Optimization exercise on an open flow, not production practice. RTL: at most simulated, not proved equivalent. Power: default activity.

==> flow/design.v <==
module sigtrans_rx #(
    parameter [7:0]  SYNC = 8'hAA,       
    parameter integer RX_CAP = 64,
    parameter integer AW = 6             
) (
    input  wire        clk,
    input  wire        rst,
    input  wire        cmd_valid,
    input  wire [31:0] cmd,
    output wire        cmd_ready,
    input  wire [AW-1:0] buf_addr,
    output wire [7:0]  buf_rdata,
    output reg  [3:0]  err,
    output reg  [2:0]  outcome,
    output reg         found,
    output reg         frm_valid,
    output reg  [3:0]  cnt,
    output reg  [AW-1:0] idx,
    output reg  [15:0] length,
    output reg  [7:0]  csum_rx,
    output reg  [7:0]  csum_calc,
    output reg  [3:0]  csum_dist,
    output wire [AW-1:0] frm_off,
    output reg  [AW:0] frm_len,
    output reg  [AW:0] rem_off,
    output reg  [AW:0] pay_off,
    output reg  [AW:0] pay_len,
    output wire [AW:0] rx_len
);
    localparam integer HDR = 4;          
    localparam integer MAXL = RX_CAP - HDR - 1;    
    localparam [7:0] OP_NOP = 8'h00, OP_CNT = 8'h01, OP_FIND = 8'h02,
                     OP_PARSE = 8'h03, OP_EXTRACT = 8'h04, OP_RECOVER = 8'h06,
                     OP_RXPUSH = 8'h08, OP_RXACCEPT = 8'h09, OP_RXDROP = 8'h0A,
                     OP_RXCLR = 8'h0B;
    localparam [3:0] E_NONE = 4'd0, E_INSUFF = 4'd2, E_NULLFRAME = 4'd3,
                     E_ILLEGAL = 4'd4, E_RXOVF = 4'd5;
    localparam [2:0] O_TOOSHORT = 3'd1, O_NOSYNC = 3'd2, O_INCOMPLETE = 3'd3,
                     O_INVALID = 3'd4, O_RECOVERED = 3'd5;
    localparam [2:0] C_IDLE = 3'd0, C_RECOVER = 3'd1, C_FIND = 3'd2,
                     C_PCHK = 3'd3, C_PSKP = 3'd4, C_PHI = 3'd5, C_PLO = 3'd6,
                     C_PPAY = 3'd7;
    localparam [1:0] G_SCAN = 2'd0, G_HDR = 2'd1, G_SUM = 2'd2, G_LONG = 2'd3;
    function [3:0] popcount8;
        input [7:0] v;
        integer b;
        begin
            popcount8 = 4'd0;
            for (b = 0; b < 8; b = b + 1)
                popcount8 = popcount8 + {3'd0, v[b]};
        end
    endfunction
    function le1;
        input [7:0] v;
        reg [3:0] z2, o2;          
        reg       z4a, z4b, o4a, o4b;
        integer   k;
        begin
            for (k = 0; k < 4; k = k + 1) begin
                z2[k] = !(v[2*k] | v[2*k+1]);
                o2[k] = !(v[2*k] & v[2*k+1]);
            end
            z4a = z2[0] & z2[1];
            z4b = z2[2] & z2[3];
            o4a = (z2[0] & o2[1]) | (o2[0] & z2[1]);
            o4b = (z2[2] & o2[3]) | (o2[2] & z2[3]);
            le1 = (z4a & o4b) | (o4a & z4b);
        end
    endfunction
    localparam [AW:0] Z = {(AW+1){1'b0}};
    reg [2:0]    cstate;
    reg [AW:0]   min_size;         
    reg [AW:0]   head;             
    reg [AW:0]   tail;             
    reg [1:0]    gstate;
    reg          hv;               
    reg [AW:0]   ep;               
    reg          first;            
    reg          p_ex, p_le1;      
    reg [AW:0]   ei;               
    reg [15:0]   eL;               
    reg [AW-1:0] eleft;            
    reg [7:0]    esum;
    reg [AW:0]   hi;
    reg [AW-1:0] hL;
    reg [7:0]    hsum;
    reg [7:0]    hcrx;
    assign cmd_ready = (cstate == C_IDLE);
    assign frm_off   = frm_valid ? idx : {AW{1'b0}};
    assign rx_len    = tail - head;
    wire   full      = rx_len[AW];
    reg  [7:0] rxbuf [0:RX_CAP-1];
    wire       push_we;
    wire [7:0] push_data = cmd[15:8];
    genvar e;
    generate
        for (e = 0; e < RX_CAP; e = e + 1) begin : g_buf
            always @(posedge clk) begin
                if (push_we && tail[AW-1:0] == e)
                    rxbuf[e] <= push_data;
            end
        end
    endgenerate
    wire [7:0] da_lo = 8'd1 << buf_addr[2:0];
    wire [7:0] da_hi = 8'd1 << buf_addr[5:3];
    wire [7:0] dh_lo = 8'd1 << head[2:0];
    wire [7:0] dh_hi = 8'd1 << head[5:3];
    wire [7:0] lo_sel, hi_eq, hi_sel;
    wire [7:0] grp [0:7];
    genvar g, k;
    generate
        for (k = 0; k < 8; k = k + 1) begin : g_sel
            reg ls, hs;
            integer j;
            always @(*) begin
                ls = 1'b0;
                hs = 1'b0;
                for (j = 0; j < 8; j = j + 1) begin
                    ls = ls | (da_lo[j] & dh_lo[(k - j) & 7]);
                    hs = hs | (da_hi[j] & dh_hi[(k - j) & 7]);
                end
            end
            assign lo_sel[k] = ls;
            assign hi_eq[k]  = hs;
        end
    endgenerate
    integer jc;
    reg     lo_carry;
    always @(*) begin
        lo_carry = 1'b0;
        for (jc = 1; jc < 8; jc = jc + 1)
            lo_carry = lo_carry | (da_lo[jc] & (head[2:0] >= 8 - jc));
    end
    assign hi_sel = lo_carry ? {hi_eq[6:0], hi_eq[7]} : hi_eq;
    generate
        for (g = 0; g < 8; g = g + 1) begin : g_grp
            reg [7:0] v;
            integer j;
            always @(*) begin
                v = 8'd0;
                for (j = 0; j < 8; j = j + 1)
                    v = v | (rxbuf[8*g+j] & {8{lo_sel[j]}});
            end
            assign grp[g] = v;
        end
    endgenerate
    reg [7:0] buf_q;
    integer gq;
    always @(*) begin
        buf_q = 8'd0;
        for (gq = 0; gq < 8; gq = gq + 1)
            buf_q = buf_q | (grp[gq] & {8{hi_sel[gq]}});
    end
    assign buf_rdata = buf_q;
    localparam integer NR = RX_CAP / 2;
    wire [NR-1:0] dec_o  = {{(NR-1){1'b0}}, 1'b1} << ep[AW-1:1];
    wire [NR-1:0] dec_e  = ep[0] ? {dec_o[NR-2:0], dec_o[NR-1]} : dec_o;
    reg  [7:0]    q_e, q_o;
    integer       ri;
    always @(*) begin
        q_e = 8'd0;
        q_o = 8'd0;
        for (ri = 0; ri < NR; ri = ri + 1) begin
            q_e = q_e | (rxbuf[2*ri]   & {8{dec_e[ri]}});
            q_o = q_o | (rxbuf[2*ri+1] & {8{dec_o[ri]}});
        end
    end
    wire [7:0] w0 = ep[0] ? q_o : q_e;
    wire [7:0] w1 = ep[0] ? q_e : q_o;
    wire [7:0] rd = w0;
    wire [7:0]  op    = cmd[7:0];
    wire [23:0] imm24 = cmd[31:8];
    wire z_ok  = (cmd[31:8] == 24'd0);
    wire b_ok  = (cmd[31:16] == 16'd0);
    wire bb_ok = (cmd[31:24] == 8'd0);
    wire is_nop      = (op == OP_NOP)      && z_ok;
    wire is_cnt      = (op == OP_CNT)      && bb_ok;
    wire is_find     = (op == OP_FIND)     && z_ok;
    wire is_parse    = (op == OP_PARSE);
    wire is_extract  = (op == OP_EXTRACT)  && z_ok;
    wire is_recover  = (op == OP_RECOVER);
    wire is_rxpush   = (op == OP_RXPUSH)   && b_ok;
    wire is_rxaccept = (op == OP_RXACCEPT) && z_ok;
    wire is_rxdrop   = (op == OP_RXDROP);
    wire is_rxclr    = (op == OP_RXCLR)    && z_ok;
    wire accept = cmd_valid && cmd_ready;
    assign push_we = accept && is_rxpush && !full;
    wire        big24  = (imm24[23:AW+1] != 0);        
    wire        imm_le = !big24 && (imm24[AW:0] <= rx_len);
    wire [AW:0] head_x = head + ((op[3] && op[0]) ? rem_off : imm24[AW:0]);
    wire [AW:0] drop_h = imm_le ? head_x : tail;
    wire [AW:0] e_av   = tail - ep;                     
    wire        e_has  = (e_av != Z);
    wire        e_two  = (e_av[AW:1] != 0);             
    wire        x0     = (w0 == SYNC);
    wire        l0     = le1(w0 ^ SYNC);
    wire        x1     = (w1 == SYNC);
    wire        l1     = le1(w1 ^ SYNC);
    wire        win0   = !first && ((p_ex && l0) || (p_le1 && x0));
    wire        win1   = e_two && ((x0 && l1) || (l0 && x1));
    wire [15:0] hdr_l  = {w0, w1};
    wire        s_one  = (eleft == 1);
    wire        s_zero = (eleft == 0);
    wire [7:0]  sum_f  = s_one ? esum + w0 : esum;      
    wire [7:0]  ck_b   = s_one ? w1 : w0;               
    wire        ck_in  = s_zero || (s_one && e_two);    
    wire        e_ok   = le1(sum_f ^ ck_b);
    wire        idle    = (cstate == C_IDLE);
    wire        r_short = idle ? (big24 || rx_len < imm24[AW:0]) : (rx_len < min_size);
    wire [AW:0] m7      = idle ? imm24[AW:0] : min_size;
    wire [AW:0] ci      = hv ? hi : ei;
    wire [AW:0] ls      = tail - ci;
    wire [AW-1:0] ci_idx = ci[AW-1:0] - head[AW-1:0];
    wire        i_known = hv || (gstate != G_SCAN);
    wire        nosync  = (gstate == G_SCAN) && !e_has;
    wire        l_known = (gstate == G_SUM) || (gstate == G_LONG);
    wire [AW+1:0] tot   = {2'b00, eL[AW-1:0]} + (HDR + 1);    
    wire        ls_lt_t = (eL[15:AW] != 0) || ({1'b0, ls} < tot);
    wire [AW:0] htot    = {1'b0, hL} + (HDR + 1);
    wire [3:0]  hdist   = popcount8(hsum ^ hcrx);
    wire        h_ok    = le1(hsum ^ hcrx);
    wire        ls_lt_m = (ls < m7);
    wire        ls_lt_h = (ls < HDR);
    wire        r_ready = r_short || hv || nosync ||
                          (i_known && (ls_lt_m || ls_lt_h)) ||
                          (l_known && ls_lt_t);
    wire [AW:0] h_roff  = (h_ok ? htot : {{AW{1'b0}}, 1'b1}) + {1'b0, ci_idx};
    wire        f_ready = hv || !(gstate == G_SCAN && e_has);
    wire        p_lv_ok = (e_av >= HDR);                          
    wire        p_t_ok  = (eL[15:8] == 8'd0) &&
                          ({1'b0, e_av} >= {1'b0, rd} + 9'd2);    
    wire        p_exit  = (cstate == C_PCHK && !p_lv_ok) ||
                          (cstate == C_PLO && !p_t_ok) ||
                          (cstate == C_PPAY && eleft == 0);
    task invalidate;
        begin
            found     <= 1'b0;
            idx       <= {AW{1'b0}};
            frm_valid <= 1'b0;
            frm_len   <= Z;
            rem_off   <= Z;
            pay_off   <= Z;
            pay_len   <= Z;
        end
    endtask
    task rec_commit;
        begin
            cstate <= C_IDLE;
            if (r_short || !i_known) begin
                outcome <= r_short ? O_TOOSHORT : O_NOSYNC;
                found <= 1'b0; idx <= 0;
                length <= 0; csum_rx <= 0; csum_calc <= 0; csum_dist <= 0;
                frm_valid <= 0; frm_len <= 0; rem_off <= 0;
            end else if (ls_lt_m || ls_lt_h) begin
                outcome <= ls_lt_m ? O_TOOSHORT : O_INCOMPLETE;
                found <= 1'b1; idx <= ci_idx;
                length <= 0; csum_rx <= 0; csum_calc <= 0; csum_dist <= 0;
                frm_valid <= 0; frm_len <= 0; rem_off <= 0;
            end else if (hv) begin
                outcome <= h_ok ? O_RECOVERED : O_INVALID;
                found <= 1'b1; idx <= ci_idx;
                length <= {{(16-AW){1'b0}}, hL}; csum_rx <= hcrx; csum_calc <= hsum;
                csum_dist <= hdist;
                frm_valid <= h_ok;
                frm_len <= h_ok ? htot : Z;
                rem_off <= h_roff;
            end else begin
                outcome <= O_INCOMPLETE; found <= 1'b1; idx <= ci_idx;
                length <= eL; csum_rx <= 0; csum_calc <= 0; csum_dist <= 0;
                frm_valid <= 0; frm_len <= 0; rem_off <= 0;
            end
        end
    endtask
    reg          g_restart;        
    reg [AW:0]   g_ep;
    reg          g_clr_hv;         
    always @(*) begin
        g_restart = 1'b0;
        g_ep      = head;
        g_clr_hv  = 1'b0;
        if (idle && accept) begin
            if (is_rxaccept) begin
                if (rem_off != Z) begin
                    if (hv)
                        g_clr_hv = 1'b1;
                    else begin
                        g_restart = 1'b1; g_ep = head_x;
                    end
                end
            end else if (is_rxdrop) begin
                if (!(imm_le && imm24[AW:0] == Z)) begin
                    g_restart = 1'b1; g_ep = drop_h;
                end
            end else if (is_rxclr) begin
                g_restart = 1'b1; g_ep = tail;
            end else if (is_parse && imm_le) begin
                g_restart = 1'b1; g_ep = head_x;
            end
        end else if (p_exit) begin
            g_restart = 1'b1;
        end
    end
    wire p_mode = (cstate[2] || cstate == C_PCHK);
    wire e_go   = !p_mode && e_has;
    always @(posedge clk) begin
        if (rst) begin
            gstate <= G_SCAN;
            hv     <= 1'b0;
            ep     <= Z;
            first  <= 1'b1;
        end else if (g_restart) begin
            gstate <= G_SCAN;
            hv     <= 1'b0;
            ep     <= g_ep;
            first  <= 1'b1;
        end else if (p_mode) begin
            case (cstate)
            C_PCHK, C_PSKP: ep <= ep + 1'b1;
            C_PHI: begin
                ep       <= ep + 1'b1;
                eL[15:8] <= rd;
            end
            C_PLO: begin
                ep      <= ep + 1'b1;
                ei      <= ep + 1'b1;
                eL[7:0] <= rd;
                eleft   <= rd[AW-1:0];
            end
            C_PPAY: begin
                ep    <= ep + 1'b1;
                eleft <= eleft - 1'b1;
            end
            default: ;
            endcase
        end else begin
            if (g_clr_hv)
                hv <= 1'b0;
            if (e_go) begin
                case (gstate)
                G_SCAN: begin
                    if (win0) begin
                        ei     <= ep - 1'b1;
                        ep     <= ep + 1'b1;
                        gstate <= G_HDR;
                    end else if (win1) begin
                        ei     <= ep;
                        ep     <= ep + 2'd2;
                        gstate <= G_HDR;
                    end else begin
                        ep    <= ep + (e_two ? 2'd2 : 2'd1);
                        first <= 1'b0;
                        p_ex  <= e_two ? x1 : x0;
                        p_le1 <= e_two ? l1 : l0;
                    end
                end
                G_HDR: if (e_two) begin
                    ep    <= ep + 2'd2;
                    eL    <= hdr_l;
                    esum  <= 8'd0;
                    eleft <= w1[AW-1:0];
                    if (hdr_l > MAXL)
                        gstate <= G_LONG;
                    else
                        gstate <= G_SUM;
                end
                G_SUM: begin
                    if (ck_in && !hv) begin
                        hv     <= 1'b1;
                        hi     <= ei;
                        hL     <= eL[AW-1:0];
                        hsum   <= sum_f;
                        hcrx   <= ck_b;
                        gstate <= G_SCAN;
                        first  <= 1'b1;
                        ep     <= e_ok ? (ep + (s_one ? 2'd2 : 2'd1)) : (ei + 1'b1);
                    end else if (!s_zero) begin
                        if (e_two && !s_one) begin
                            ep    <= ep + 2'd2;
                            esum  <= esum + w0 + w1;
                            eleft <= eleft - 2'd2;
                        end else begin
                            ep    <= ep + 1'b1;
                            esum  <= esum + w0;
                            eleft <= eleft - 1'b1;
                        end
                    end
                end
                default: ;
                endcase
            end
        end
    end
    always @(posedge clk) begin
        if (rst) begin
            cstate    <= C_IDLE;
            err       <= E_NONE;
            outcome   <= 3'd0;
            cnt       <= 4'd0;
            length    <= 16'd0;
            csum_rx   <= 8'd0;
            csum_calc <= 8'd0;
            csum_dist <= 4'd0;
            head      <= Z;
            tail      <= Z;
            invalidate;
        end else begin
            case (cstate)
            C_IDLE: if (accept) begin
                err <= E_NONE;
                if (is_nop) begin
                end else if (is_cnt) begin
                    cnt <= popcount8(cmd[15:8] ^ cmd[23:16]);
                end else if (is_find) begin
                    if (!f_ready)
                        cstate <= C_FIND;
                    else begin
                        found <= i_known;
                        idx   <= i_known ? ci_idx : {AW{1'b0}};
                    end
                end else if (is_recover) begin
                    min_size <= imm24[AW:0];
                    if (r_ready)
                        rec_commit;
                    else
                        cstate <= C_RECOVER;
                end else if (is_parse) begin
                    if (imm_le)
                        cstate <= C_PCHK;
                    else
                        err <= E_INSUFF;
                end else if (is_extract) begin
                    if (frm_valid) begin
                        pay_off <= {1'b0, frm_off} + HDR;
                        pay_len <= frm_len - (HDR + 1);
                    end else begin
                        err <= E_NULLFRAME;
                    end
                end else if (is_rxpush) begin
                    if (full)
                        err <= E_RXOVF;
                    else
                        tail <= tail + 1'b1;
                end else if (is_rxaccept) begin
                    invalidate;
                    head <= head_x;
                end else if (is_rxdrop) begin
                    invalidate;
                    head <= drop_h;
                end else if (is_rxclr) begin
                    invalidate;
                    head <= tail;
                end else begin
                    err <= E_ILLEGAL;
                end
            end
            C_RECOVER: if (r_ready) rec_commit;
            C_FIND: if (f_ready) begin
                found  <= i_known;
                idx    <= i_known ? ci_idx : {AW{1'b0}};
                cstate <= C_IDLE;
            end
            C_PCHK: begin
                if (!p_lv_ok) begin
                    err    <= E_INSUFF;
                    cstate <= C_IDLE;
                end else
                    cstate <= C_PSKP;
            end
            C_PSKP: cstate <= C_PHI;
            C_PHI: cstate <= C_PLO;
            C_PLO: begin
                if (!p_t_ok) begin
                    err    <= E_INSUFF;
                    cstate <= C_IDLE;
                end else
                    cstate <= C_PPAY;
            end
            C_PPAY: if (eleft == 0) begin
                length  <= eL;
                pay_off <= {1'b0, ci_idx};
                pay_len <= {1'b0, eL[AW-1:0]};
                csum_rx <= rd;
                cstate  <= C_IDLE;
            end
            default: cstate <= C_IDLE;
            endcase
        end
    end
endmodule
==> flow/run.sh <==
#!/bin/bash
# synth_recipe.tcl (not shown) runs the flow's synth.tcl, then flattens the netlist and writes it again
# the make line also repeats each setting of config.mk as NAME=value (left out here)
make -C /OpenROAD-flow-scripts/flow DESIGN_CONFIG=/design/flow/config.mk WORK_HOME=/design/flow/orfs CLKGATE_MAP_FILE= SYNTH_SCRIPT=/design/flow/synth_recipe.tcl finish
==> flow/config.mk <==
export PLATFORM = sky130hd
export DESIGN_NAME = sigtrans_rx
export DESIGN_NICKNAME = sigtrans_rx
export VERILOG_FILES = /design/flow/design.v
export SDC_FILE = /design/flow/constraint.sdc
export NUM_CORES = 4
export LEC_CHECK = 0
export CAP_MARGIN = 20
export CORE_MARGIN = 2
export CORE_UTILIZATION = 35
export PLACE_DENSITY = 0.55
export SETUP_SLACK_MARGIN = 4
export SLEW_MARGIN = 20
==> flow/constraint.sdc <==
create_clock -name core_clock -period 10.0 [get_ports {clk}]
set_input_delay 2.0000 -clock core_clock [delete_from_list [all_inputs] [get_ports {clk}]]
set_output_delay 2.0000 -clock core_clock [all_outputs]
set_load 0.01 [all_outputs]
==> flow_metrics.py, run 1 <==
metrics = {
    "run_status": {
        "outcome": "timing/DRC/antenna clean",
    },
    "worst_setup_path": {
        "path_max_fanout": 6,
        "end_kind": "output port",
        "crit_family": "compound AO/OA/AOI/OAI gates",
        "ff2ff_setup_slack_ps": 3500,
        "cp-start-kind": "primary input",
        "reg2reg_to": "ep[4]",
        "crit_end": "buf_rdata[1]",
        "cp_cell_sequence": "buf_12 -> xor2_4 -> buf_6 -> a21oi_4 -> nor2_4 -> clkbuf_16 -> a222oi_1 -> a31oi_1 -> a2111oi_4 -> nand2_2 -> buf_6",
        "cpPeakStageDelay_ps": 890,
        "arrival_ps": 4810,
        "required_ps": 8000,
        "slowest_stage": "a222oi_1",
        "worst-path-buf-inv": 4,
        "worstRegToRegCells": 19,
        "timing.rr.start": "ep[4]",
        "startpoint": "buf_addr[2]",
        "cp_num_cells": 11,
        "path_class": "in2out",
        "critPathMostFrequentCell": "buf_6",
    },
    "floorplanning": {
        "die_area_um2": 115000,
        "core_area_um2": 112000,
        "fp.dieW_um": 340,
        "ios": 146,
        "die_y_um": 340,
        "num_rows": 123,
        "initial_core_util_pct": 35.2,
    },
    "power_and_ir_drop": {
        "clockPowerShare_pct": 28.0,
        "switching_share_pct": 38.9,
        "netSwitchingPower_uw": 4270,
        "irDropWorstVdd_v": 0.000166,
        "p_per_area_nw_per_um2": 223,
        "pwr-share-comb_pct": 42.3,
        "p_seq_share_pct": 29.7,
        "p_leak_uw": 0.0167,
        "p_int_uw": 6710,
    },
    "clock_network": {
        "cts_made_buffers": 81,
        "cts_root_buf": "clkbuf_16",
        "htreeDepth": 3,
        "numClockSinks": 697,
        "clock_path_buffers": 3,
        "cts.clk_slew.worst_paths_ps": 50,
        "tritoncts": "done",
        "clock_latency_ps": 710,
        "cts_hold_buf": 0,
    },
    "detailed_routing": {
        "via_count": 36300,
        "routed_wl_um": 212000,
        "wl_per_cell_um": 38.8,
        "drc_errors": 0,
        "drt-initial-drc-count": 6102,
        "dr.pass1.iters": 12,
        "ant_nets": 0,
        "vias_per_cell": 6.64,
    },
    "logic_synthesis": {
        "synth_cells": 3597,
        "synth-seq-cells": 697,
        "seq_area_frac_synth_pct": 50.3,
        "synth_area_leaders": "edfxtp_1, dfxtp_1, ha_1",
        "synth_edf_count": 587,
        "ys_dominant_reg_cell": "edfxtp_1",
        "synth_nets": 3776,
        "synth_cell_types": 110,
        "syn_avg_cell_area_um2": 11.0,
        "yosys_warnings": 2,
        "synth_area_leader_cell": "edfxtp_1",
        "synth.most_common_cell": "edfxtp_1",
        "synth_top_area_share_pct": 44.7,
        "synthArstFlopShare_pct": 0,
        "syn_area_um2": 39400,
        "synth_common_cells": "edfxtp_1, nor2_1, nand2_1, a21oi_1, clkbuf_1",
    },
    "global_routing": {
        "overflow": 0,
        "grt_pass1_vias": 34100,
        "grt_antenna_before_repair": 15,
        "grt_pass1_wl_um": 288000,
        "grt_max_degree": 68,
        "grtUsageTotal_pct": 35.9,
    },
    "sta": {
        "tns_ps": 0,
        "post-route-period-util_pct": 68.1,
        "relSlewSlack_pct": 18.8,
        "finalHoldViolCount": 0,
        "tightest_slew_ps": 1210,
        "min_period_ps": 6810,
        "skew_ps": 41.7,
        "fmax_ghz": 0.147,
        "rsz0062_at_grt": "yes",
        "setup_violations": 0,
        "slew_violations": 0,
    },
    "job": {
        "drv_cap": 0,
    },
    "layout": {
        "area_delta_synth_final_pct": 24.6,
        "final_cell_area_um2": 49200,
        "drive_gt1_share_pct": 19.8,
        "n_fill_cell": 10500,
        "nets": 4067,
    },
    "worst_hold_path": {
        "hp-class": "reg2reg",
    },
    "placement": {
        "dp_hpwl_um": 151000,
        "placed_area_um2": 42800,
        "place.gp.congestion": 1.09,
        "io_buffers": 144,
    },
}
==> worst register-to-register path: stages (launching register included) <==
cell and delay [ps]:
dfxtp_4 510, buf_12 220, mux2i_1 920, o22ai_1 240, nor4_2 610, nand4_1 380
nor2_1 300, a21oi_4 140, ha_1 450, a21oi_4 100, or2_2 330, and3_1 180
a221oi_1 280, and4bb_1 270, maj3_2 190, nor4b_4 440, nor3_4 180, mux2_4 340
o311ai_2 220, a41oi_1 70
==> worst min path at each step <==
stage                     depth (start not counted)          from  slack, ps      endpoint
after global placement                            2  csum_calc[4]        440  csum_calc[4]
after CTS                                         2  csum_calc[2]        450  csum_calc[2]
after detailed placement                          2    outcome[2]        450    outcome[2]
after floorplan                                   0         ei[6]        470         hi[6]
after global routing                              2  csum_calc[4]        470  csum_calc[4]
final                                             2  csum_calc[2]        450  csum_calc[2]
==> power by group through the flow <==
stage / Sequential [µW] / Clock (µW) / Combinational (µW)
CTS: 3260 / 3100 / 4350
floorplan: 3290 / 0 / 2520
detailed placement: 3340 / 0 / 3720
global placement: 3340 / 0 / 3700
finish: 3260 / 3070 / 4650
global route: 3260 / 3210 / 4860
==> cell type report <==
| type | count | area [µm²] | share of cell area, % |
|---|---|---|---|
| Sequential cell | 697 | 19900 | 40.4 |
| Multi-Input combinational cell | 2527 | 19700 | 40.0 |
| Tap cell | 1500 | 1880 | 3.82 |
| Antenna cell | 9 | 22.5 | 0.0458 |
| Inverter | 128 | 507 | 1.03 |
| Timing Repair Buffer | 453 | 4520 | 9.19 |
| Clock inverter | 47 | 567 | 1.15 |
| Clock buffer | 102 | 2140 | 4.35 |
==> registers in the layout, summed over array words and instances (netlist names), 8 cells and up <==
signal,cells
length,16
eL,16
hcrx,8
hsum,8
csum_rx,8
esum,8
rxbuf,512
csum_calc,8
==> repair_timing <==
action / 4_1_cts / 5_1_grt
buffers inserted: 134 / 44
pin swaps: 133 / 72
gates cloned: 9 / 5
endpoints found under the setup margin: 111 / 134
resized for setup: 333 / 88
==> placed cells by master, fill, tap and decap left out, drive strengths merged, types with 31 or more instances in the layout <==
master / n
a2111oi: 36
a211oi: 37
a21o: 47
a21oi: 186
a222oi: 132
a22oi: 126
a31oi: 63
a32oi: 45
and3: 39
buf: 321
clkbuf: 107
clkdlybuf4s50: 122
clkinv: 33
dfxtp: 110
edfxtp: 587
ha: 120
inv: 125
mux2: 50
mux2i: 98
nand2: 250
nand3: 144
nand3b: 34
nand4: 54
nor2: 273
nor2b: 31
nor3: 72
nor4: 33
o21ai: 103
xnor2: 91
xor2: 43
==> logic make-up after synthesis <==
kind of cell / share of synthesized area (%)
other: 0.00951
AO/OA/AOI/OAI: 19.7
adder cells (fa/ha/maj): 4.77
buffers and inverters: 4.27
XOR/XNOR: 2.99
flip-flops: 50.3
AND/OR/NAND/NOR: 13.8
multiplexers: 4.17
==> routing by layer <==
metal / vias to the layer above / GRT usage, % / wire (µm)
met3: 790 / 11.6 / 23200
li1: 14800 / - / -
met2: 2711 / 54.5 / 92100
met4: 10 / 26.9 / 20100
met5: - / 0.0408 / 57
met1: 18000 / 42.3 / 76600
==> per-stage QoR <==
stage | total power [µW] | std cells | setup slack, ps | hold WS, ps | util, %
after detailed placement | 7060 | 5113 | 1350 | 446 | 38.2
after floorplan | 5810 | 3597 | 3940 | 472 | -
after global placement | 7040 | 5113 | 1210 | 441 | 38.1
after global routing | 11300 | 5454 | 3230 | 466 | 43.8
after CTS | 10700 | 5405 | 3300 | 454 | 43.0
final | 11000 | 5463 | 3190 | 449 | 43.8
Testbench counts, summed over its fixed seeds: cycles 60,998.
==> inputs of run 2 (changes only) <==
--- a/flow/config.mk
+++ b/flow/config.mk
@@ -11,3 +11,3 @@
 export PLACE_DENSITY = 0.55
-export SETUP_SLACK_MARGIN = 4
+export SETUP_SLACK_MARGIN = 5
 export SLEW_MARGIN = 20
==> run 2 against run 1 <==
Synthesized cell count unchanged. Flip-flop and latch count unchanged. Total power grew 6.0%. Still clean on timing, DRC and antenna. Register-to-register slack lost 60 ps. Non-clock buffer count rose by 56. Largest power group unchanged.
==> flow_metrics.py, run 2 <==
metrics = {
    "logic_synthesis": {
        "ys_dominant_reg_cell": "edfxtp_1",
        "synth_nets": 3776,
        "yosys_warnings": 2,
        "synth_cells": 3597,
        "syn_area_um2": 39400,
        "synth_area_leader_cell": "edfxtp_1",
        "synth_top_area_share_pct": 44.7,
        "synth_cell_types": 110,
        "synth.most_common_cell": "edfxtp_1",
        "synth_common_cells": "edfxtp_1, nor2_1, nand2_1, a21oi_1, clkbuf_1",
        "synth_edf_count": 587,
        "synth_area_leaders": "edfxtp_1, dfxtp_1, ha_1",
        "seq_area_frac_synth_pct": 50.3,
        "synth-seq-cells": 697,
        "syn_avg_cell_area_um2": 11.0,
        "synthArstFlopShare_pct": 0,
    },
    "worst_setup_path": {
        "required_ps": 8000,
        "critPathMostFrequentCell": "buf_6",
        "slowest_stage": "a222oi_1",
        "cp_cell_sequence": "buf_8 -> xor2_4 -> nor2_2 -> a21oi_2 -> buf_4 -> nor2_4 -> buf_6 -> buf_16 -> a222oi_1 -> nand3_1 -> a2111oi_4 -> nand2_2 -> buf_6",
        "cpPeakStageDelay_ps": 510,
        "path_class": "in2out",
        "arrival_ps": 4660,
        "path_max_fanout": 12,
        "cp-start-kind": "primary input",
        "end_kind": "output port",
    },
    "floorplanning": {
        "fp.dieW_um": 340,
        "core_area_um2": 112000,
        "ios": 146,
        "num_rows": 123,
        "die_area_um2": 115000,
        "die_y_um": 340,
        "initial_core_util_pct": 35.2,
    },
    "power_and_ir_drop": {
        "p_int_uw": 7130,
        "pwr-share-comb_pct": 46.3,
        "p_leak_uw": 0.0172,
        "switching_share_pct": 38.7,
        "power_uw": 11600,
        "clockPowerShare_pct": 25.7,
        "netSwitchingPower_uw": 4510,
        "p_seq_share_pct": 28.0,
        "p_per_area_nw_per_um2": 229,
        "irDropWorstVdd_v": 0.000196,
    },
    "detailed_routing": {
        "ant_nets": 0,
        "vias_per_cell": 6.67,
        "dr.pass1.iters": 14,
        "drc_errors": 0,
        "wl_per_cell_um": 40.1,
        "routed_wl_um": 221000,
        "via_count": 36800,
        "drt-initial-drc-count": 6208,
    },
    "layout": {
        "top_regs": "rxbuf x512, eL x16, length x16",
        "mostFrequentLayoutCell": "edfxtp_1",
        "nets": 4123,
        "area_delta_synth_final_pct": 28.9,
        "n_fill_cell": 10300,
        "drive_gt1_share_pct": 24.3,
        "largest_reg_flops": 512,
        "regMostFlops": "rxbuf",
        "final_cell_mix": "edfxtp_1, buf_4, nand2_1",
        "final_cell_area_um2": 50900,
    },
    "clock_network": {
        "clock_path_buffers": 3,
        "numClockSinks": 697,
        "cts_made_buffers": 80,
        "cts_root_buf": "clkbuf_16",
        "cts_hold_buf": 0,
        "htreeDepth": 3,
        "clock_latency_ps": 700,
        "cts.clk_slew.worst_paths_ps": 50,
        "tritoncts": "done",
    },
    "global_routing": {
        "grt_antenna_before_repair": 15,
        "grtUsageTotal_pct": 37.0,
        "grt_max_degree": 60,
        "grt_pass1_wl_um": 295000,
        "grt_pass1_vias": 34500,
        "overflow": 0,
    },
    "sta": {
        "tightest_slew_ps": 991,
        "finalHoldViolCount": 0,
        "skew_ps": 40.4,
        "tns_ps": 0,
        "fmax_ghz": 0.150,
        "post-route-period-util_pct": 66.6,
        "fin_ws_ps": 3340,
        "rsz0062_at_grt": "yes",
        "slew_violations": 0,
        "setup_violations": 0,
        "min_period_ps": 6660,
        "relSlewSlack_pct": 32.2,
    },
    "worst_hold_path": {
        "hp-class": "reg2reg",
    },
    "job": {
        "drv_cap": 0,
    },
    "placement": {
        "placed_area_um2": 43100,
        "place.gp.congestion": 1.08,
        "post-place-ws_ps": 1640,
        "dp_hpwl_um": 154000,
        "io_buffers": 144,
    },
    "run_status": {
        "outcome": "timing/DRC/antenna clean",
    },
}
-- run 2: cell counts after synthesis --
Identical to the previous run, type by type.
-- run 2: metrics by stage --
step,util (%),instances,hold slack (ps)
after floorplan,-,3597,472
after global placement,38.4,5091,439
after detailed placement,38.4,5091,443
after CTS,44.5,5458,450
after global routing,45.3,5508,463
final,45.3,5516,445
-- run 2: logic make-up (layout without fill, tap and decap cells) --
kind of cell               after synthesis  in the layout  synth area share (%)
and+or+nand+nor                       1067           1068                  13.8
xor gates and xnor gates               134            134                  2.99
adders and majority gates              140            140                  4.77
AOI/OAI and AO/OA                     1030           1033                  19.7
muxes                                  151            152                  4.17
other                                    1             11               0.00951
DFF                                    697            697                  50.3
buffers and inverters                  377            781                  4.27
-- run 2: final timing paths --
kind / startpoint / endpoint / slack [ps] / depth (start not counted)
max: buf_addr[2] / buf_rdata[6] / 3340 / 13
min: csum_calc[3] / csum_calc[3] / 450 / 2
max reg2reg: ep[2] / ep[4] / 3440 / 24
min reg2reg: csum_calc[3] / csum_calc[3] / 450 / 2
-- run 2: power by group through the flow --
stage                     registers (µW)  logic [µW]  clock network (µW)
after floorplan                     3290        2550                   0
after global placement              3350        3770                   0
after detailed placement            3350        3780                   0
after CTS                           3260        4920                3010
after global routing                3260        5590                3120
final                               3260        5390                2990
-- run 2: timing repair --
item,CTS,global route
setup buffers,202,43
endpoints found under the setup margin,718,499
pin swaps,167,71
resized for setup,454,86
gates cloned,21,5
-- run 2: critical path, delay by kind of cell --
family / cells / cell delay (ps)
xor gates and xnor gates: 1 / 230
and+or+nand+nor: 4 / 540
buffers and inverters: 5 / 740
AOI/OAI and AO/OA: 3 / 1140
-- run 2: area by class of cell --
class,count,area (µm²),share of cell area (%)
inverter,128,510,1.00
clock inverter,46,458,0.900
timing repair buffer,509,5520,10.9
sequential,697,19900,39.1
clock buffer,98,2110,4.15
antenna,10,25.0,0.0492
tap,1500,1880,3.69
multi-input combinational,2528,20500,40.3
-- run 2: routing by layer --
| layer | track usage (%) | routed length (µm) | vias up |
|---|---|---|---|
| li1 | - | - | 14900 |
| met1 | 43.7 | 78500 | 18200 |
| met2 | 54.7 | 93200 | 2802 |
| met3 | 12.0 | 25200 | 825 |
| met4 | 30.6 | 23900 | 10 |
| met5 | 0.613 | 124 | - |
==> inputs of run 3 (changes only) <==
--- a/flow/design.v
+++ b/flow/design.v
@@ -83,2 +83,4 @@
     reg [7:0]    esum;
+    reg          nw_v;             
+    reg [AW:0]   nw;               
     reg [AW:0]   hi;
@@ -87,2 +89,3 @@
     reg [7:0]    hcrx;
+    reg          hlong;            
     assign cmd_ready = (cstate == C_IDLE);
@@ -207,2 +210,15 @@
     wire        e_ok   = le1(sum_f ^ ck_b);
+    reg  [1:0]  c_n;
+    always @(*) begin
+        case (gstate)
+        G_SCAN:  c_n = win0 ? 2'd1 : (e_two ? 2'd2 : 2'd1);
+        G_HDR:   c_n = e_two ? 2'd2 : 2'd0;
+        G_SUM:   c_n = (ck_in && !hv) ? (s_one ? 2'd2 : 2'd1) :
+                       s_zero ? 2'd0 : ((e_two && !s_one) ? 2'd2 : 2'd1);
+        default: c_n = nw_v ? 2'd0 : (e_two ? 2'd2 : 2'd1);
+        endcase
+    end
+    wire        c_two  = c_n[1];
+    wire        t_new  = !nw_v && (win0 || (c_two && win1));
+    wire [AW:0] t_at   = win0 ? ep - 1'b1 : ep;
     wire        idle    = (cstate == C_IDLE);
@@ -258,3 +274,3 @@
                 frm_valid <= 0; frm_len <= 0; rem_off <= 0;
-            end else if (hv) begin
+            end else if (hv && !hlong) begin
                 outcome <= h_ok ? O_RECOVERED : O_INVALID;
@@ -268,3 +284,4 @@
                 outcome <= O_INCOMPLETE; found <= 1'b1; idx <= ci_idx;
-                length <= eL; csum_rx <= 0; csum_calc <= 0; csum_dist <= 0;
+                length <= hv ? {hsum, hcrx} : eL;
+                csum_rx <= 0; csum_calc <= 0; csum_dist <= 0;
                 frm_valid <= 0; frm_len <= 0; rem_off <= 0;
@@ -276,2 +293,3 @@
     reg          g_clr_hv;         
+    reg          g_follow;         
     always @(*) begin
@@ -280,2 +298,3 @@
         g_clr_hv  = 1'b0;
+        g_follow  = 1'b0;
         if (idle && accept) begin
@@ -290,3 +309,8 @@
             end else if (is_rxdrop) begin
-                if (!(imm_le && imm24[AW:0] == Z)) begin
+                if (drop_h == ci + 1'b1 && (hv ? (hlong || !h_ok) : (gstate != G_SCAN)))
+                    if (hv)
+                        g_clr_hv = 1'b1;
+                    else
+                        g_follow = 1'b1;
+                else if (!(imm_le && imm24[AW:0] == Z)) begin
                     g_restart = 1'b1; g_ep = drop_h;
@@ -303,3 +327,3 @@
     wire p_mode = (cstate[2] || cstate == C_PCHK);
-    wire e_go   = !p_mode && e_has;
+    wire e_go   = !p_mode && (e_has || (gstate == G_LONG && !hv));
     always @(posedge clk) begin
@@ -315,2 +339,8 @@
             first  <= 1'b1;
+        end else if (g_follow) begin
+            gstate <= G_SCAN;
+            if (nw_v) begin
+                ep    <= nw;
+                first <= 1'b1;
+            end
         end else if (p_mode) begin
@@ -340,2 +370,4 @@
                 G_SCAN: begin
+                    first <= 1'b0;
+                    nw_v  <= 1'b0;
                     if (win0) begin
@@ -343,12 +375,13 @@
                         ep     <= ep + 1'b1;
-                        gstate <= G_HDR;
-                    end else if (win1) begin
-                        ei     <= ep;
-                        ep     <= ep + 2'd2;
+                        p_ex   <= x0;
+                        p_le1  <= l0;
                         gstate <= G_HDR;
                     end else begin
-                        ep    <= ep + (e_two ? 2'd2 : 2'd1);
-                        first <= 1'b0;
-                        p_ex  <= e_two ? x1 : x0;
-                        p_le1 <= e_two ? l1 : l0;
+                        if (win1) begin
+                            ei     <= ep;
+                            gstate <= G_HDR;
+                        end
+                        ep    <= ep + c_n;
+                        p_ex  <= c_two ? x1 : x0;
+                        p_le1 <= c_two ? l1 : l0;
                     end
@@ -360,2 +393,8 @@
                     eleft <= w1[AW-1:0];
+                    p_ex  <= x1;
+                    p_le1 <= l1;
+                    if (t_new) begin
+                        nw_v <= 1'b1;
+                        nw   <= t_at;
+                    end
                     if (hdr_l > MAXL)
@@ -372,16 +411,46 @@
                         hcrx   <= ck_b;
+                        hlong  <= 1'b0;
                         gstate <= G_SCAN;
-                        first  <= 1'b1;
-                        ep     <= e_ok ? (ep + (s_one ? 2'd2 : 2'd1)) : (ei + 1'b1);
-                    end else if (!s_zero) begin
-                        if (e_two && !s_one) begin
-                            ep    <= ep + 2'd2;
-                            esum  <= esum + w0 + w1;
-                            eleft <= eleft - 2'd2;
+                        if (e_ok) begin
+                            ep    <= ep + c_n;
+                            first <= 1'b1;
+                        end else if (nw_v || t_new) begin
+                            ep    <= nw_v ? nw : t_at;
+                            first <= 1'b1;
                         end else begin
-                            ep    <= ep + 1'b1;
-                            esum  <= esum + w0;
-                            eleft <= eleft - 1'b1;
+                            ep    <= ep + c_n;
+                            p_ex  <= c_two ? x1 : x0;
+                            p_le1 <= c_two ? l1 : l0;
+                        end
+                    end else if (c_n != 2'd0) begin
+                        ep    <= ep + c_n;
+                        esum  <= esum + w0 + (c_two ? w1 : 8'd0);
+                        eleft <= eleft - c_n;
+                        p_ex  <= c_two ? x1 : x0;
+                        p_le1 <= c_two ? l1 : l0;
+                        if (t_new) begin
+                            nw_v <= 1'b1;
+                            nw   <= t_at;
                         end
                     end
+                end
+                G_LONG: if (!hv) begin
+                    hv     <= 1'b1;
+                    hlong  <= 1'b1;
+                    hi     <= ei;
+                    hsum   <= eL[15:8];
+                    hcrx   <= eL[7:0];
+                    gstate <= G_SCAN;
+                    if (nw_v) begin
+                        ep    <= nw;
+                        first <= 1'b1;
+                    end
+                end else if (!nw_v) begin
+                    ep    <= ep + c_n;
+                    p_ex  <= c_two ? x1 : x0;
+                    p_le1 <= c_two ? l1 : l0;
+                    if (t_new) begin
+                        nw_v <= 1'b1;
+                        nw   <= t_at;
+                    end
                 end
--- a/flow/config.mk
+++ b/flow/config.mk
@@ -11,3 +11,3 @@
 export PLACE_DENSITY = 0.55
-export SETUP_SLACK_MARGIN = 5
+export SETUP_SLACK_MARGIN = 4
 export SLEW_MARGIN = 20
==> run 3 against run 2 <==
Flip-flop and latch count grew 9. Highest routed layer unchanged. Combinational power grew 29%. Global-route usage grew 1.7 points. Critical path type unchanged. Worst setup slack lost 180 ps. Total power grew 16%.
==> flow_metrics.py, run 3 <==
metrics = {
    "clock_network": {
        "htreeDepth": 3,
        "cts_hold_buf": 0,
        "cts.clk_slew.worst_paths_ps": 60,
        "clock_path_buffers": 3,
        "cts_root_buf": "clkbuf_16",
        "clock_latency_ps": 730,
        "numClockSinks": 706,
        "cts_made_buffers": 82,
        "tritoncts": "done",
    },
    "power_and_ir_drop": {
        "irDropWorstVdd_v": 0.000208,
        "p_per_area_nw_per_um2": 259,
        "p_leak_uw": 0.0179,
    },
    "logic_synthesis": {
        "syn_area_um2": 40500,
        "synth_area_leader_cell": "edfxtp_1",
        "synth_edf_count": 596,
        "synth_area_leaders": "edfxtp_1, dfxtp_1, ha_1",
        "seq_area_frac_synth_pct": 49.6,
        "synth_common_cells": "edfxtp_1, nor2_1, nand2_1, a21oi_1, clkbuf_1",
        "synthArstFlopShare_pct": 0,
        "syn_avg_cell_area_um2": 10.7,
        "synth_cells": 3790,
        "yosys_warnings": 2,
        "ys_dominant_reg_cell": "edfxtp_1",
        "synth_cell_types": 124,
        "synth.most_common_cell": "edfxtp_1",
        "synth_nets": 3963,
        "synth-seq-cells": 706,
        "synth_top_area_share_pct": 44.2,
    },
    "floorplanning": {
        "num_rows": 124,
        "ios": 146,
        "die_y_um": 344,
        "core_area_um2": 115000,
        "initial_core_util_pct": 35.4,
        "fp.dieW_um": 344,
        "die_area_um2": 118000,
    },
    "detailed_routing": {
        "wl_per_cell_um": 40.9,
        "drc_errors": 0,
        "ant_nets": 0,
        "via_count": 39500,
        "routed_wl_um": 236000,
        "dr.pass1.iters": 11,
        "vias_per_cell": 6.84,
        "drt-initial-drc-count": 7312,
    },
    "worst_setup_path": {
        "arrival_ps": 4850,
        "path_max_fanout": 7,
        "end_kind": "output port",
        "path_class": "in2out",
        "required_ps": 8000,
        "cp-start-kind": "primary input",
    },
    "run_status": {
        "outcome": "timing/DRC/antenna clean",
    },
    "layout": {
        "nets": 4349,
        "drive_gt1_share_pct": 24.6,
        "area_delta_synth_final_pct": 29.1,
        "final_cell_mix": "edfxtp_1, nor2_1, buf_4",
        "regMostFlops": "rxbuf",
        "mostFrequentLayoutCell": "edfxtp_1",
        "post-route-util_pct": 45.7,
        "top_regs": "rxbuf x512, eL x16, length x16",
        "largest_reg_flops": 512,
    },
    "global_routing": {
        "grt_util_met1_pct": 44.1,
        "gr-usage-met3_pct": 15.6,
        "grt_pass1_wl_um": 313000,
        "grt_antenna_before_repair": 16,
        "gr-usage-met2_pct": 56.8,
        "overflow": 0,
        "grt_pass1_vias": 36600,
        "grt_max_degree": 72,
        "grt.busiest_layer": "met2",
        "grtUsageTotal_pct": 38.6,
    },
    "placement": {
        "io_buffers": 144,
        "place.gp.congestion": 1.12,
        "dp_hpwl_um": 162000,
        "post-place-ws_ps": 1550,
    },
    "sta": {
        "skew_ps": 54.7,
        "post-route-period-util_pct": 68.5,
        "min_period_ps": 6850,
        "fin_ws_ps": 3150,
        "finalHoldViolCount": 0,
        "tightest_slew_ps": 1420,
        "slew_violations": 0,
        "relSlewSlack_pct": 5.62,
        "fmax_ghz": 0.146,
        "rsz0062_at_grt": "yes",
        "setup_violations": 0,
        "tns_ps": 0,
    },
    "job": {
        "drv_cap": 0,
    },
    "worst_hold_path": {
        "hp-class": "reg2reg",
    },
}
run 3: cell types whose count changed after synthesis, sizes merged, moves of 10 or more:
cell and delta:
a311oi -14, mux2i +11, a31oi +26, nand2 -20, a2111oi -16, o2111ai +10, o21ai +30, nand4 -24
inv -18, nand3 +14, a21oi +38, nand3b -19, a22oi +27, nor2 +107
run 3: per-layer routing:
layer / vias to the layer above / share of wire [%] / wire length (µm)
met5: - / 0.12 / 276
met4: 4 / 11 / 26000
met3: 1167 / 13 / 31100
met2: 3371 / 41 / 97300
met1: 19300 / 34 / 80900
li1: 15700 / - / -
run 3: cells by family after synthesis:
family	count (synthesis)	share of synthesized area (%)
adder cells (fa/ha/maj)	136	4.51
XOR/XNOR	135	2.94
buffers and inverters	369	4.06
multiplexers	175	4.79
flip-flops	706	49.6
AO/OA/AOI/OAI	1123	20.2
AND/OR/NAND/NOR	1145	13.9
other	1	0.00926
run 3: what timing repair did:
action	in CTS	in global routing
pin swaps	131	108
setup buffers	193	72
cloned	10	4
setup endpoints to repair	407	212
resized for setup	421	221
run 3: cell type report:
cell class	instances	area (µm²)
fillers	10600	62200
multi-input cells	2717	21400
flip-flops and latches	706	20100
repair buffers	558	5630
clock buffers	103	2200
well taps	1512	1890
clock inverters	46	569
inverters	111	467
diodes	15	37.5
run 3: worst paths after layout:
check / from / to / slack [ps] / depth (start not counted)
max reg2reg: ep[5] / esum[7] / 3730 / 28
min: csum_calc[5] / csum_calc[5] / 450 / 2
max: buf_addr[2] / buf_rdata[6] / 3150 / 12
min reg2reg: csum_calc[5] / csum_calc[5] / 450 / 2
run 3: through the flow:
stage                     std cells  power, µW  hold WS [ps]  instance area (µm²)
after floorplan                3790       6550           424                40700
after global placement         5320       8250           440                44000
after detailed placement       5320       8260           446                44000
after CTS                      5672      12400           453                50500
after global routing           5755      13900           472                52300
final                          5768      13500           448                52300
run 3: report_power, final:
part,internal [µW],leakage [µW],switching [µW]
Combinational,2850,0.0103,4090
Clock,1820,0.00136,1360
Sequential,3310,0.00628,101
run 3: critical path, cell delays in order:
cell and delay, ps:
buf_12 120, xor2_4 180, buf_6 150, a21oi_4 180
nor2_4 60, buf_6 130, buf_12 130, a222oi_1 860
a31oi_1 310, a2111oi_4 410, nand2_2 150, buf_6 150
Testbench counts of run 3, summed over its fixed seeds: cycles 57,519.
==> inputs of run 4 (changes only) <==
--- a/flow/design.v
+++ b/flow/design.v
@@ -235,3 +235,5 @@
     wire [AW:0] htot    = {1'b0, hL} + (HDR + 1);
-    wire [3:0]  hdist   = popcount8(hsum ^ hcrx);
+    wire        pc_cmd  = idle && (op == OP_CNT);
+    wire [3:0]  pcount  = popcount8(pc_cmd ? (cmd[15:8] ^ cmd[23:16]) : (hsum ^ hcrx));
+    wire [3:0]  hdist   = pcount;
     wire        h_ok    = le1(hsum ^ hcrx);
@@ -480,3 +482,3 @@
                 end else if (is_cnt) begin
-                    cnt <= popcount8(cmd[15:8] ^ cmd[23:16]);
+                    cnt <= pcount;
                 end else if (is_find) begin
--- a/flow/config.mk
+++ b/flow/config.mk
@@ -10,4 +10,6 @@
 export CORE_UTILIZATION = 35
-export PLACE_DENSITY = 0.55
+export CTS_BUF_LIST = sky130_fd_sc_hd__clkbuf_8
+export PLACE_DENSITY = 0.65
 export SETUP_SLACK_MARGIN = 4
 export SLEW_MARGIN = 20
+export TNS_END_PERCENT = 0
==> run 4 against run 3 <==
Still clean. Total power is 18% lower. Clock skew is 20 ps higher. First-iteration DRC count is 2.1% higher. Final area is 8.2% lower. Synthesized area is 0.54% lower. Via count is 1.5% lower. Combinational power is 29% lower. Hold slack better by 3.1 ps. Largest cell class is now registers.
==> flow_metrics.py, run 4 <==
metrics = {
    "worst_setup_path": {
        "arrival_ps": 5500,
        "worstRegToRegCells": 26,
        "slowest_stage": "a222oi_1",
        "path_max_fanout": 26,
        "crit_family": "compound AO/OA/AOI/OAI gates",
        "critPathMostFrequentCell": "buf_6",
        "cp-start-kind": "primary input",
        "worst-path-buf-inv": 5,
        "required_ps": 8000,
        "timing.rr.start": "ep[4]",
        "cpPeakStageDelay_ps": 1100,
        "path_class": "in2out",
        "end_kind": "output port",
        "cp_cell_sequence": "buf_12 -> xor2_4 -> buf_6 -> a21oi_4 -> nor2_4 -> buf_4 -> buf_6 -> a222oi_1 -> a31oi_1 -> nor4_1 -> nand2_2 -> clkdlybuf4s15_1",
        "ff2ff_setup_slack_ps": 2820,
        "reg2reg_to": "ep[3]",
    },
    "clock_network": {
        "cts.clk_slew.worst_paths_ps": 50,
        "clock_path_buffers": 3,
        "numClockSinks": 706,
        "clock_latency_ps": 840,
        "cts_root_buf": "clkbuf_8",
        "htreeDepth": 3,
        "cts_made_buffers": 115,
        "cts_hold_buf": 0,
        "tritoncts": "done",
    },
    "sta": {
        "post-route-period-util_pct": 75.0,
        "fmax_ghz": 0.133,
        "skew_ps": 75.0,
        "tightest_slew_ps": 1380,
        "relSlewSlack_pct": 8.19,
        "finalHoldViolCount": 0,
        "setup_violations": 0,
        "min_period_ps": 7500,
        "tns_ps": 0,
        "fin_ws_ps": 2500,
        "rsz0062_at_grt": "yes",
        "slew_violations": 0,
    },
    "detailed_routing": {
        "drc_errors": 0,
        "vias_per_cell": 6.94,
        "routed_wl_um": 217000,
        "wl_per_cell_um": 38.8,
        "dr.pass1.iters": 14,
        "ant_nets": 0,
        "drt-initial-drc-count": 7465,
        "via_count": 38900,
    },
    "floorplanning": {
        "initial_core_util_pct": 35.3,
        "ios": 146,
        "die_area_um2": 118000,
        "core_area_um2": 114000,
        "num_rows": 124,
        "fp.dieW_um": 343,
        "die_y_um": 343,
    },
    "worst_hold_path": {
        "min_to": "csum_calc[0]",
        "hp-class": "reg2reg",
        "hp-start": "csum_calc[0]",
        "whs_path_depth": 2,
    },
    "logic_synthesis": {
        "synth.most_common_cell": "edfxtp_1",
        "synth-seq-cells": 706,
        "synth_nets": 3924,
        "synthArstFlopShare_pct": 0,
        "seq_area_frac_synth_pct": 49.9,
        "syn_avg_cell_area_um2": 10.7,
        "synth_top_area_share_pct": 44.4,
        "yosys_warnings": 2,
        "synth_area_leaders": "edfxtp_1, dfxtp_1, a222oi_1",
        "synth_cell_types": 102,
        "synth_area_leader_cell": "edfxtp_1",
        "synth_edf_count": 596,
        "syn_area_um2": 40300,
        "ys_dominant_reg_cell": "edfxtp_1",
        "synth_common_cells": "edfxtp_1, nor2_1, nand2_1, a21oi_1, clkbuf_1",
        "synth_cells": 3760,
    },
    "placement": {
        "place.gp.congestion": 1.12,
        "post-place-ws_ps": 1280,
        "placed_area_um2": 43800,
        "dp_hpwl_um": 154000,
        "io_buffers": 144,
    },
    "power_and_ir_drop": {
        "clockPowerShare_pct": 24.7,
        "pwr-share-comb_pct": 44.4,
        "netSwitchingPower_uw": 4580,
        "irDropWorstVdd_v": 0.000138,
        "p_seq_share_pct": 30.9,
        "p_per_area_nw_per_um2": 231,
        "switching_share_pct": 41.2,
        "p_leak_uw": 0.0161,
        "p_int_uw": 6540,
    },
    "layout": {
        "final_cell_mix": "edfxtp_1, nor2_1, nand2_1",
        "post-route-util_pct": 42.1,
        "area_delta_synth_final_pct": 19.2,
        "nets": 4149,
        "drive_gt1_share_pct": 16.1,
        "top_regs": "rxbuf x512, eL x16, length x16",
        "final_cell_area_um2": 48000,
        "largest_reg_flops": 512,
        "mostFrequentLayoutCell": "edfxtp_1",
        "regMostFlops": "rxbuf",
    },
    "global_routing": {
        "grt_antenna_before_repair": 15,
        "grt_pass1_vias": 35700,
        "grt_pass1_wl_um": 292000,
        "overflow": 0,
        "grt_max_degree": 105,
        "grtUsageTotal_pct": 35.6,
    },
    "job": {
        "drv_cap": 0,
    },
    "run_status": {
        "outcome": "timing/DRC/antenna clean",
    },
}
## run 4: changes by cell type after synthesis, sizes merged, moves of 13 or more
cell | previous run | this run
nand2 | 230 | 243
nand3b | 15 | 30
a22oi | 153 | 124
nor4 | 32 | 49
a21oi | 223 | 195
nor2 | 379 | 340
nand3 | 158 | 110
a221oi | 14 | 43
a211oi | 37 | 67
mux2 | 59 | 42
## run 4: worst max-delay path by stage
stage	startpoint	endpoint	slack (ps)	cells past startpoint
floorplan	buf_addr[1]	buf_rdata[1]	3790	13
global placement	buf_addr[2]	buf_rdata[7]	1140	11
detailed placement	buf_addr[2]	buf_rdata[7]	1280	11
CTS	buf_addr[2]	buf_rdata[7]	2870	12
global route	ep[2]	ep[3]	2760	25
finish	buf_addr[2]	buf_rdata[5]	2500	12
## run 4: cell families (layout without fill, tap and decap cells)
kind of cell / count (synthesis) / in the layout / synth area share [%]
muxes: 167 / 168 / 4.42
AOI/OAI and AO/OA: 1123 / 1123 / 20.5
xor gates and xnor gates: 139 / 139 / 3.06
adders and majority gates: 127 / 127 / 4.18
other: 1 / 14 / 0.00931
DFF: 706 / 706 / 49.9
buffers and inverters: 371 / 685 / 4.03
and+or+nand+nor: 1126 / 1129 / 13.9
## run 4: timing repair
item	4_1_cts	5_1_grt
resized for setup	151	53
cloned	5	1
endpoints found under the setup margin	161	240
buffers inserted	53	37
pin swaps	68	40
## run 4: metal layers
layer | track usage (%) | part of all wire, % | vias up | wire length [µm]
met2 | 51.1 | 41 | 3669 | 88400
li1 | - | - | 15400 | -
met1 | 42.3 | 35 | 18800 | 75600
met4 | 26.6 | 9.7 | 12 | 21100
met3 | 14.9 | 15 | 988 | 31900
met5 | 0.641 | 0.080 | - | 174
## run 4: cell type report
class,instances,area [µm²]
clock buffer,122,1680
sequential,706,20100
multi-input combinational,2687,19800
timing repair buffer,369,3400
clock inverter,88,718
tap,1512,1890
antenna,13,32.5
fill,11000,66200
inverter,106,415
## run 4: power groups by stage
stage | sequential, µW | combinational (µW) | clock (µW)
after global routing | 3450 | 5120 | 2870
after detailed placement | 3510 | 4350 | 0
after global placement | 3500 | 4330 | 0
after CTS | 3450 | 4520 | 2750
after floorplan | 3470 | 2770 | 0
final | 3440 | 4930 | 2750
## run 4: tightest hold or removal path, cell delays in order, from the launching register on
cell and delay (ps):
dfxtp_1 310, nand2_1 50, a21oi_1 50
## run 4: through the flow
stage                     instances  power, µW  hold WS, ps
after floorplan                3760       6240          424
after global placement         5274       7830          443
after detailed placement       5274       7860          446
after CTS                      5542      10700          453
after global routing           5591      11400          473
final                          5603      11100          451
Testbench counts of run 4, summed over its fixed seeds: cycles 57,519.
==> inputs of run 5 (changes only) <==
--- a/flow/config.mk
+++ b/flow/config.mk
@@ -11,3 +11,3 @@
 export CTS_BUF_LIST = sky130_fd_sc_hd__clkbuf_8
-export PLACE_DENSITY = 0.65
+export PLACE_DENSITY = 0.55
 export SETUP_SLACK_MARGIN = 4
==> run 5 against run 4 <==
Clock skew is 18 ps lower. Largest cell class unchanged. First-iteration DRC count is 3.5% lower. Still clean on timing, DRC and antenna. Sequential power hardly changed. Via count is 1.4% lower. Die area stayed put. Final area is 0.34% higher. Synthesized cell count stayed put. Wire length is 0.30% lower. Total power is 0.74% lower. Global-route usage is 0.31 points higher. Critical path depth is 1 higher. Hold slack worse by 1.2 ps.
==> flow_metrics.py, run 5 <==
metrics = {
    "sta": {
        "skew_ps": 57.0,
        "min_period_ps": 7220,
        "tightest_slew_ps": 1310,
        "post-route-period-util_pct": 72.2,
        "rsz0062_at_grt": "yes",
        "setup_violations": 0,
        "fmax_ghz": 0.139,
        "finalHoldViolCount": 0,
        "whs_ps": 450,
        "slew_violations": 0,
        "tns_ps": 0,
        "relSlewSlack_pct": 13.0,
    },
    "power_and_ir_drop": {
        "power_uw": 11000,
        "p_seq_share_pct": 31.1,
        "p_int_uw": 6420,
        "clockPowerShare_pct": 23.5,
        "p_leak_uw": 0.0162,
        "pwr-share-comb_pct": 45.4,
        "netSwitchingPower_uw": 4620,
        "p_per_area_nw_per_um2": 229,
        "irDropWorstVdd_v": 0.000131,
        "switching_share_pct": 41.8,
    },
    "layout": {
        "top_regs": "rxbuf x512, eL x16, length x16",
        "mostFrequentLayoutCell": "edfxtp_1",
        "largest_reg_flops": 512,
        "stdcell_count": 5622,
        "regMostFlops": "rxbuf",
        "area_delta_synth_final_pct": 19.6,
        "final_cell_mix": "edfxtp_1, nor2_1, nand2_1",
        "nets": 4170,
        "drive_gt1_share_pct": 17.3,
    },
    "global_routing": {
        "grtUsageTotal_pct": 35.9,
        "grt_antenna_before_repair": 27,
        "grt_pass1_vias": 35500,
        "grt_pass1_wl_um": 293000,
        "overflow": 0,
        "grt_max_degree": 85,
    },
    "logic_synthesis": {
        "syn_area_um2": 40300,
        "synth_nets": 3924,
        "synth_cells": 3760,
        "synthArstFlopShare_pct": 0,
        "seq_area_frac_synth_pct": 49.9,
        "syn_avg_cell_area_um2": 10.7,
        "synth_cell_types": 102,
        "synth.most_common_cell": "edfxtp_1",
        "synth_area_leaders": "edfxtp_1, dfxtp_1, a222oi_1",
        "yosys_warnings": 2,
        "ys_dominant_reg_cell": "edfxtp_1",
        "synth_edf_count": 596,
        "synth_top_area_share_pct": 44.4,
        "synth_common_cells": "edfxtp_1, nor2_1, nand2_1, a21oi_1, clkbuf_1",
        "synth_area_leader_cell": "edfxtp_1",
        "synth-seq-cells": 706,
    },
    "worst_setup_path": {
        "cp-start-kind": "primary input",
        "cpPeakStageDelay_ps": 510,
        "required_ps": 8000,
        "cp_cell_sequence": "buf_12 -> xor2_4 -> buf_8 -> a21oi_4 -> buf_4 -> o32ai_4 -> buf_12 -> buf_4 -> a22oi_2 -> a31oi_1 -> nor4_1 -> nand2_2 -> clkdlybuf4s50_1",
        "slowest_stage": "clkdlybuf4s50_1",
        "arrival_ps": 5220,
        "path_max_fanout": 5,
        "path_class": "in2out",
        "end_kind": "output port",
    },
    "run_status": {
        "outcome": "timing/DRC/antenna clean",
    },
    "detailed_routing": {
        "via_count": 38300,
        "vias_per_cell": 6.81,
        "wl_per_cell_um": 38.5,
        "drc_errors": 0,
        "routed_wl_um": 217000,
        "drt-initial-drc-count": 7204,
        "dr.pass1.iters": 15,
        "wl_met2_um": 90700,
        "ant_nets": 0,
        "highest_layer": "met5",
        "dr_wl_met3_um": 27800,
        "wl_met1_um": 76900,
    },
    "clock_network": {
        "htreeDepth": 3,
        "tritoncts": "done",
        "cts_root_buf": "clkbuf_8",
        "clock_path_buffers": 3,
        "cts.clk_slew.worst_paths_ps": 60,
        "clock_latency_ps": 880,
        "cts_made_buffers": 120,
        "numClockSinks": 706,
        "cts_hold_buf": 0,
    },
    "floorplanning": {
        "ios": 146,
        "core_area_um2": 114000,
        "die_area_um2": 118000,
        "initial_core_util_pct": 35.3,
        "num_rows": 124,
        "fp.dieW_um": 343,
        "die_y_um": 343,
    },
    "worst_hold_path": {
        "hp-class": "reg2reg",
    },
    "placement": {
        "dp_hpwl_um": 153000,
        "dp.cells": 5275,
        "place.gp.congestion": 1.07,
        "io_buffers": 144,
    },
    "job": {
        "drv_cap": 0,
    },
}
run 5: cell counts after synthesis:
Identical to the previous run, type by type.
run 5: kinds of logic after synthesis:
logic type / synth area share, %
AOI/OAI and AO/OA: 20.5
xor gates and xnor gates: 3.06
adders and majority gates: 4.18
buffers and inverters: 4.03
DFF: 49.9
muxes: 4.42
other: 0.00931
and+or+nand+nor: 13.9
run 5: worst paths after layout:
path | startpoint | slack, ps | depth (start not counted) | to
setup reg to reg | ep[2] | 3000 | 29 | esum[7]
hold reg to reg | csum_calc[4] | 450 | 2 | csum_calc[4]
setup / recovery | buf_addr[2] | 2780 | 13 | buf_rdata[2]
hold / removal | csum_calc[4] | 450 | 2 | csum_calc[4]
run 5: worst max-delay path, delay by kind of cell:
| family | cells | cell delay, ps |
|---|---|---|
| buf+inv | 6 | 1240 |
| compound gates | 4 | 1140 |
| simple gates | 2 | 630 |
| xor+xnor | 1 | 180 |
run 5: what timing repair did:
| action | 4_1_cts | 5_1_grt |
|---|---|---|
| setup endpoints to repair | 163 | 232 |
| gates resized for setup | 187 | 37 |
| buffers inserted | 78 | 30 |
| pin swaps | 60 | 30 |
| cloned | 9 | 0 |
run 5: layout make-up:
cell class,instances,area [µm²]
clock buffer,133,1830
clock inverter,81,460
tap,1512,1890
fill,11100,66000
inverter,106,417
sequential,706,20100
multi-input combinational,2686,19800
antenna,12,30.0
timing repair buffer,386,3690
run 5: layer usage:
metal	track usage [%]	up-vias
met3	13.4	982
met2	52.7	3205
met1	42.5	18700
met4	27.5	22
met5	0.561	-
li1	-	15400
run 5: power groups by stage:
| stage | clock (µW) | sequential [µW] | combinational [µW] |
|---|---|---|---|
| 6_report | 2590 | 3430 | 5010 |
| 5_1_grt | 2740 | 3440 | 5220 |
| 4_1_cts | 2610 | 3450 | 4670 |
| 3_5_place_dp | 0 | 3510 | 4390 |
| 3_3_place_gp | 0 | 3510 | 4360 |
| 2_1_floorplan | 0 | 3470 | 2770 |
run 5: stage by stage:
| step | area, µm² | utilization [%] | worst slack, ps |
|---|---|---|---|
| 3_3_place_gp | 43800 | 38.3 | 1400 |
| 5_1_grt | 48200 | 42.2 | 2850 |
| 2_1_floorplan | 40600 | - | 3790 |
| 3_5_place_dp | 43800 | 38.3 | 1350 |
| 6_report | 48200 | 42.2 | 2780 |
| 4_1_cts | 47800 | 41.8 | 3050 |
==> inputs of run 6 (changes only) <==
--- a/flow/config.mk
+++ b/flow/config.mk
@@ -9,3 +9,3 @@
 export CORE_MARGIN = 2
-export CORE_UTILIZATION = 35
+export CORE_UTILIZATION = 40
 export CTS_BUF_LIST = sky130_fd_sc_hd__clkbuf_8
==> run 6 against run 5 <==
Still clean on timing, DRC and antenna. Fmax decreased by 3.2%. Non-clock buffer count decreased by 16. Utilization increased by 5.7 points. Critical endpoint is now buf_rdata[0]. Highest routed layer unchanged.
==> flow_metrics.py, run 6 <==
metrics = {
    "sta": {
        "fin_ws_ps": 2540,
        "relSlewSlack_pct": 6.29,
        "post-route-period-util_pct": 74.6,
        "skew_ps": 53.4,
        "whs_ps": 448,
        "setup_violations": 0,
        "rsz0062_at_grt": "yes",
        "tightest_slew_ps": 1410,
        "min_period_ps": 7460,
        "slew_violations": 0,
        "finalHoldViolCount": 0,
        "fmax_ghz": 0.134,
    },
    "placement": {
        "dp_hpwl_um": 165000,
        "place.gp.congestion": 1.07,
        "post-place-ws_ps": 896,
        "io_buffers": 144,
    },
    "clock_network": {
        "cts_hold_buf": 0,
        "cts_made_buffers": 130,
        "cts.clk_slew.worst_paths_ps": 60,
        "numClockSinks": 706,
        "cts_root_buf": "clkbuf_8",
        "htreeDepth": 4,
        "tritoncts": "done",
    },
    "worst_hold_path": {
        "hp-start": "csum_calc[3]",
        "whs_path_depth": 2,
        "min_to": "csum_calc[3]",
    },
    "worst_setup_path": {
        "startpoint": "buf_addr[2]",
        "reg2reg_to": "ep[6]",
        "ff2ff_setup_slack_ps": 2760,
        "path_max_fanout": 12,
        "path_class": "in2out",
        "arrival_ps": 5460,
        "worstRegToRegCells": 25,
        "cp-start-kind": "primary input",
    },
    "global_routing": {
        "grt_max_degree": 69,
        "grtUsageTotal_pct": 43.7,
        "grt_pass1_vias": 35300,
        "grt_pass1_wl_um": 307000,
    },
    "logic_synthesis": {
        "syn_avg_cell_area_um2": 10.7,
        "synthArstFlopShare_pct": 0,
        "synth_cells": 3760,
        "synth_area_leader_cell": "edfxtp_1",
        "synth_nets": 3924,
        "synth_common_cells": "edfxtp_1, nor2_1, nand2_1, a21oi_1, clkbuf_1",
        "synth_edf_count": 596,
        "synth_area_leaders": "edfxtp_1, dfxtp_1, a222oi_1",
        "syn_area_um2": 40300,
        "synth-seq-cells": 706,
        "ys_dominant_reg_cell": "edfxtp_1",
        "synth_top_area_share_pct": 44.4,
    },
    "run_status": {
        "outcome": "timing/DRC/antenna clean",
    },
    "layout": {
        "final_cell_mix": "edfxtp_1, nor2_1, nand2_1",
        "drive_gt1_share_pct": 16.7,
        "multiInputGateArea_um2": 19700,
        "mostFrequentLayoutCell": "edfxtp_1",
        "seq_area_um2": 20100,
        "regMostFlops": "rxbuf",
        "area_delta_synth_final_pct": 18.9,
    },
    "detailed_routing": {
        "dr.pass1.iters": 13,
        "routed_wl_um": 231000,
        "vias_per_cell": 7.07,
        "via_count": 38200,
    },
    "power_and_ir_drop": {
        "irDropWorstVdd_v": 0.000135,
        "p_leak_uw": 0.0162,
        "power_uw": 11300,
        "p_per_area_nw_per_um2": 235,
    },
    "floorplanning": {
        "ios": 146,
        "initial_core_util_pct": 40.3,
        "core_area_um2": 100000,
        "die_area_um2": 103000,
    },
    "job": {
        "drv_cap": 0,
    },
}
## run 6: worst max-delay path by stage
stage / endpoint / cells after the start
global route: buf_rdata[6] / 11
global placement: buf_rdata[5] / 10
detailed placement: buf_rdata[5] / 10
floorplan: buf_rdata[1] / 13
CTS: buf_rdata[7] / 12
finish: buf_rdata[0] / 13
## run 6: cells by family (layout without fill, tap and decap cells)
family | count (synthesis) | after routing | synth area share, %
other | 1 | 13 | 0.00931
XOR/XNOR | 139 | 139 | 3.06
AND/OR/NAND/NOR | 1126 | 1128 | 13.9
adder cells (fa/ha/maj) | 127 | 127 | 4.18
buffers and inverters | 371 | 701 | 4.03
AO/OA/AOI/OAI | 1123 | 1123 | 20.5
flip-flops | 706 | 706 | 49.9
multiplexers | 167 | 168 | 4.42
## run 6: metal layers
layer | track usage [%] | up-vias | part of all wire (%)
li1 | - | 15400 | -
met1 | 49.8 | 18600 | 34
met2 | 65.3 | 3214 | 43
met3 | 15.9 | 977 | 12
met4 | 36.7 | 10 | 11
met5 | 0.946 | - | 0.057
## run 6: critical path, stage by stage
cell and delay [ps]:
buf_12 110, xor2_4 160, buf_6 140, a21oi_4 150, buf_12 120, buf_4 250, nor2_4 180, a222oi_1 990
a31oi_1 280, nor4_1 410, buf_4 200, nand2_2 120, dlygate4sd2_1 320
## run 6: layout make-up
type	instances	share of cell area [%]
antenna	12	0.0627
inverter	106	0.854
clock inverter	85	1.30
sequential	706	42.0
tap	1298	3.39
multi-input combinational	2686	41.2
clock buffer	140	4.02
timing repair buffer	370	7.21
## run 6: per-stage QoR
stage	util (%)	instances
6_report	47.9	5403
5_1_grt	47.9	5392
4_1_cts	47.3	5352
3_5_place_dp	43.7	5079
3_3_place_gp	43.7	5078
2_1_floorplan	-	3760
## run 6: what timing repair did
| action | 4_1_cts | 5_1_grt |
|---|---|---|
| buffers inserted | 44 | 25 |
| endpoints found under the hold margin | 0 | 0 |
| endpoints found under the setup margin | 175 | 160 |
| gates cloned | 4 | 2 |
| pin swaps | 47 | 18 |
| gates resized for setup | 155 | 50 |
## run 6: where the power goes
group          total [µW]  leakage, µW  switching (µW)  internal [µW]
Clock                2860      0.00140            1370           1480
Combinational        4970      0.00851            3240           1730
Sequential           3450      0.00627             122           3330
Total               11300       0.0162            4740           6540
